This design comes from an exercise in tuning for small area, a short achievable clock period and few clock cycles per item on the open sky130 flow, not from production work. At most, simulation tests tie the RTL to the original design; equivalence was not proved. Power and IR drop assume default switching activity.

==> flow/design.v (excerpt) <==
module spi_i2c_ctrl #(
    parameter [23:0] CORE_CLOCK_HZ = 24'd16000000    
) (
    input             clk,
    input             rst,
    input             cmd_valid,
    input      [31:0] cmd,
    output            cmd_ready,
    output reg        rsp_valid,
    output      [7:0] result_code,
    output reg  [7:0] result_value,
    output     [15:0] ci,
    output            faulted,
    output      [1:0] fault_cause,
    output     [31:0] fault_cmd,
    output            wait_spi,
    output            wait_twi,
    output            wait_settle,
    output reg        cs_drive,
    output reg        cs_level,
    output reg        evt_pindir,
    output reg  [7:0] spcr,
    output      [7:0] spsr,
    output reg  [7:0] spdr_tx,
    output reg  [7:0] spdr_rx,
    output      [7:0] twcr,
    output      [7:0] twsr,
    output reg  [7:0] twbr,
    output      [7:0] twar,
    output reg  [7:0] twdr,
    output reg        spi_pending,
    output      [1:0] twi_pending,
    input             spi_step,
    input       [7:0] spi_step_byte,
    input             twi_step,
    input       [4:0] twi_step_status,
    input       [7:0] twi_step_byte,
    input             twi_settle,
    input       [4:0] twi_settle_status
);
    localparam [7:0] OP_SPI_VALIDATE  = 8'h01;
    localparam [7:0] OP_SPI_LOOKUP    = 8'h02;
    localparam [7:0] OP_SPI_CONFIGURE = 8'h03;
    localparam [7:0] OP_SPI_SELECT    = 8'h04;
    localparam [7:0] OP_SPI_DESELECT  = 8'h05;
    localparam [7:0] OP_SPI_TRANSFER  = 8'h06;
    localparam [7:0] OP_SPI_SEND      = 8'h07;
  ...
==> flow/config.mk <==
export PLATFORM = sky130hd
export DESIGN_NAME = spi_i2c_ctrl
export DESIGN_NICKNAME = spi_i2c_ctrl
export VERILOG_FILES = /design/flow/design.v
export SDC_FILE = /design/flow/constraint.sdc
export NUM_CORES = 4
export LEC_CHECK = 0
export CAP_MARGIN = 20
export CORE_MARGIN = 2
export CORE_UTILIZATION = 55
export CTS_BUF_LIST = sky130_fd_sc_hd__clkbuf_8
export PLACE_DENSITY = 0.7
export SETUP_SLACK_MARGIN = 4.3
export SLEW_MARGIN = 20
==> flow/constraint.sdc <==
create_clock -name core_clock -period 8.0 [get_ports {clk}]
set_input_delay 1.6000 -clock core_clock [delete_from_list [all_inputs] [get_ports {clk}]]
set_output_delay 1.6000 -clock core_clock [all_outputs]
set_load 0.01 [all_outputs]
standard.sh (not shown) runs the stock make flow with config.mk's settings and CLKGATE_MAP_FILE= SYNTH_SCRIPT=/design/flow/synth_recipe.tcl, a recipe that flattens the netlist after the stock synthesis.
==> flow/flow/run.sh <==
#!/bin/bash
set -euo pipefail
export BUFFER_PORTS_ARGS="-buffer_cell sky130_fd_sc_hd__buf_1"
bash standard.sh > standard.log 2>&1
Testbench counts at the start, summed over its fixed seeds: cycles 8,192, commands 3,200.
==> next run, changes <==
Settings changed: CORE_UTILIZATION 55 to 40, PLACE_DENSITY 0.7 to not set, SETUP_SLACK_MARGIN 4.3 to 4.0.
Sequential cell count is unchanged.
Setup slack loses 0.23 ns.
Global-route usage drops by 5.7 points.
Clock skew climbs by 0.0088 ns.
Sequential share of layout area climbs by 0.55 points.
==> next run, changes <==
Settings changed: SETUP_SLACK_MARGIN 4.0 to 4.4.
Total power rises by 1.1%.
Core utilization is higher by 2.5 points.
Die area does not change.
Cell area increases by 5.3%.
Count of clock-buffer cells in the layout came out higher by 1.
==> next run, changes <==
Settings changed: SETUP_SLACK_MARGIN 4.4 to 4.2.
Register-to-register slack improves by 0.03 ns.
Die area stays the same.
Combinational power goes down by about 4%.
Worst setup slack degrades by 0.056 ns.
Power fell by 4.3%.

========
spi_i2c_ctrl, a different RTL version from the one above (not shown whole).
Size: ~1,000 cells after synthesis, ~160 flip-flops, roughly 210 I/O pins, roughly 0.0088 sq mm of cells after synthesis.
## spi_i2c_ctrl
module spi_i2c_ctrl #(
    parameter [23:0] CORE_CLOCK_HZ = 24'd16000000    
) (
    input             clk,
    input             rst,
    input             cmd_valid,
    input      [31:0] cmd,
    output            cmd_ready,
    output reg        rsp_valid,
    output      [7:0] result_code,
    output reg  [7:0] result_value,
    output     [15:0] ci,
    output            faulted,
    output      [1:0] fault_cause,
    output     [31:0] fault_cmd,
    output            wait_spi,
    output            wait_twi,
    output            wait_settle,
    output reg        cs_drive,
    output reg        cs_level,
    output reg        evt_pindir,
    output reg  [7:0] spcr,
    output      [7:0] spsr,
    output reg  [7:0] spdr_tx,
    output reg  [7:0] spdr_rx,
    output      [7:0] twcr,
    output      [7:0] twsr,
    output reg  [7:0] twbr,
    output      [7:0] twar,
    output reg  [7:0] twdr,
    output reg        spi_pending,
    output      [1:0] twi_pending,
    input             spi_step,
    input       [7:0] spi_step_byte,
    input             twi_step,
    input       [4:0] twi_step_status,
    input       [7:0] twi_step_byte,
    input             twi_settle,
    input       [4:0] twi_settle_status
);
clock: 8.0 ns
lec_check: 0
cap_margin: 20
core_margin: 2
core_utilization: 40
cts_buf_list: sky130_fd_sc_hd__clkbuf_8
setup_slack_margin: 4.25
slew_margin: 20
==> flow/flow/run.sh <==
#!/bin/bash
set -euo pipefail
export BUFFER_PORTS_ARGS="-buffer_cell sky130_fd_sc_hd__buf_1"
export RECOVER_POWER=100
bash standard.sh > standard.log 2>&1
The starting point completed, yet does not pass: capacitance limit, slew limit.
Next try:
==> flow/flow/run.sh (replaced) <==
#!/bin/bash
set -euo pipefail
export BUFFER_PORTS_ARGS="-buffer_cell sky130_fd_sc_hd__buf_1"
bash standard.sh > standard.log 2>&1
SETUP_SLACK_MARGIN = 4.2   (was 4.25)
What happened: This time the run went through all stages and came out clean; clock skew barely changes; clock power grows by about 3%; non-clock buffer count does not change; first-iteration DRC count went down by 1.5%.
Function was not checked in any run of this note: the RTL went through the layout flow alone.

========
Starting RTL as in the previous note.
==> flow/design.v (excerpt) <==
module spi_i2c_ctrl #(
    parameter [23:0] CORE_CLOCK_HZ = 24'd16000000    
) (
    input             clk,
    input             rst,
    input             cmd_valid,
    input      [31:0] cmd,
    output            cmd_ready,
    output reg        rsp_valid,
    output      [7:0] result_code,
    output reg  [7:0] result_value,
    output     [15:0] ci,
    output            faulted,
    output      [1:0] fault_cause,
    output     [31:0] fault_cmd,
    output            wait_spi,
    output            wait_twi,
    output            wait_settle,
    output reg        cs_drive,
    output reg        cs_level,
    output reg        evt_pindir,
    output reg  [7:0] spcr,
    output      [7:0] spsr,
    output reg  [7:0] spdr_tx,
    output reg  [7:0] spdr_rx,
    output      [7:0] twcr,
    output      [7:0] twsr,
    output reg  [7:0] twbr,
    output      [7:0] twar,
    output reg  [7:0] twdr,
    output reg        spi_pending,
    output      [1:0] twi_pending,
    input             spi_step,
    input       [7:0] spi_step_byte,
    input             twi_step,
    input       [4:0] twi_step_status,
    input       [7:0] twi_step_byte,
    input             twi_settle,
    input       [4:0] twi_settle_status
);
==> flow/config.mk <==
export PLATFORM = sky130hd
export DESIGN_NAME = spi_i2c_ctrl
export DESIGN_NICKNAME = spi_i2c_ctrl
export VERILOG_FILES = /design/flow/design.v
export SDC_FILE = /design/flow/constraint.sdc
export NUM_CORES = 4
export LEC_CHECK = 0
export CAP_MARGIN = 20
export CORE_MARGIN = 2
export CORE_UTILIZATION = 40
export CTS_BUF_LIST = sky130_fd_sc_hd__clkbuf_8
export SETUP_SLACK_MARGIN = 4.25
export SLEW_MARGIN = 20
==> flow/constraint.sdc <==
create_clock -name core_clock -period 8.0 [get_ports {clk}]
set_input_delay 1.6000 -clock core_clock [delete_from_list [all_inputs] [get_ports {clk}]]
set_output_delay 1.6000 -clock core_clock [all_outputs]
set_load 0.01 [all_outputs]
==> flow/flow/run.sh <==
#!/bin/bash
set -euo pipefail
export BUFFER_PORTS_ARGS="-buffer_cell sky130_fd_sc_hd__buf_1"
bash standard.sh > standard.log 2>&1
The starting point passed the timing, design-rule and antenna checks.
Edit:
SETUP_SLACK_MARGIN = 4.3   (was 4.25)
- The new run completed without violations
- total power rose by 6.1%
- utilization rose by 1.5 points
- synthesized area does not change
Edit:
SETUP_SLACK_MARGIN = 4.35   (was 4.3)
=> Utilization grows by 0.39 points; setup slack got worse by 0.016 ns; power barely changes; count of clock-buffer cells in the layout does not change; fmax falls by 0.43%; wire length shrinks by 1.0%; sequential share of layout area fell by 0.27 points; cell area grows by 0.79%.
No functional check of the RTL was part of any run of this note.

[what the ideal ports hide]
Ports are ideal in the flow. The routed layouts listed here were re-timed in OpenROAD. Step 1 assumes that a clkbuf_16 drives the clock port and a buf_2 every other input. Step 2 also shifts input and output timing later by t, the mid clock arrival at the registers, as if the neighbouring blocks saw the same clock. Slacks: ideal ports / drivers / drivers and shift; pairs: ideal ports / drivers.
run	shift t [ns]	setup slack, ns	latest minus earliest clock arrival (ns)	worst register clock-pin slew, ns
the first run of note 1	0.495	4.301 / 4.323 / 3.828	0.014 / 0.015	0.09 / 0.09
the second run of note 1	0.508	4.067 / 4.091 / 3.583	0.023 / 0.023	0.11 / 0.11
the third run of note 1	0.506	4.322 / 4.274 / 3.767	0.015 / 0.015	0.10 / 0.10
the fourth run of note 1	0.510	4.266 / 4.286 / 3.777	0.013 / 0.013	0.10 / 0.10
the first run of note 2	0.498	2.695 / 2.710 / 2.211	0.017 / 0.017	0.10 / 0.10
the second run of note 2	0.508	4.287 / 4.251 / 3.801	0.015 / 0.016	0.10 / 0.10
the first run of note 3	0.504	4.266 / 4.287 / 3.782	0.019 / 0.019	0.10 / 0.10
the second run of note 3	0.501	4.339 / 4.317 / 3.855	0.019 / 0.020	0.10 / 0.10
the third run of note 3	0.499	4.323 / 4.323 / 3.846	0.015 / 0.015	0.09 / 0.09
The setup slack of the third run of note 1, which loses most, moves by -0.048 ns with the drivers and by -0.555 ns with both steps.
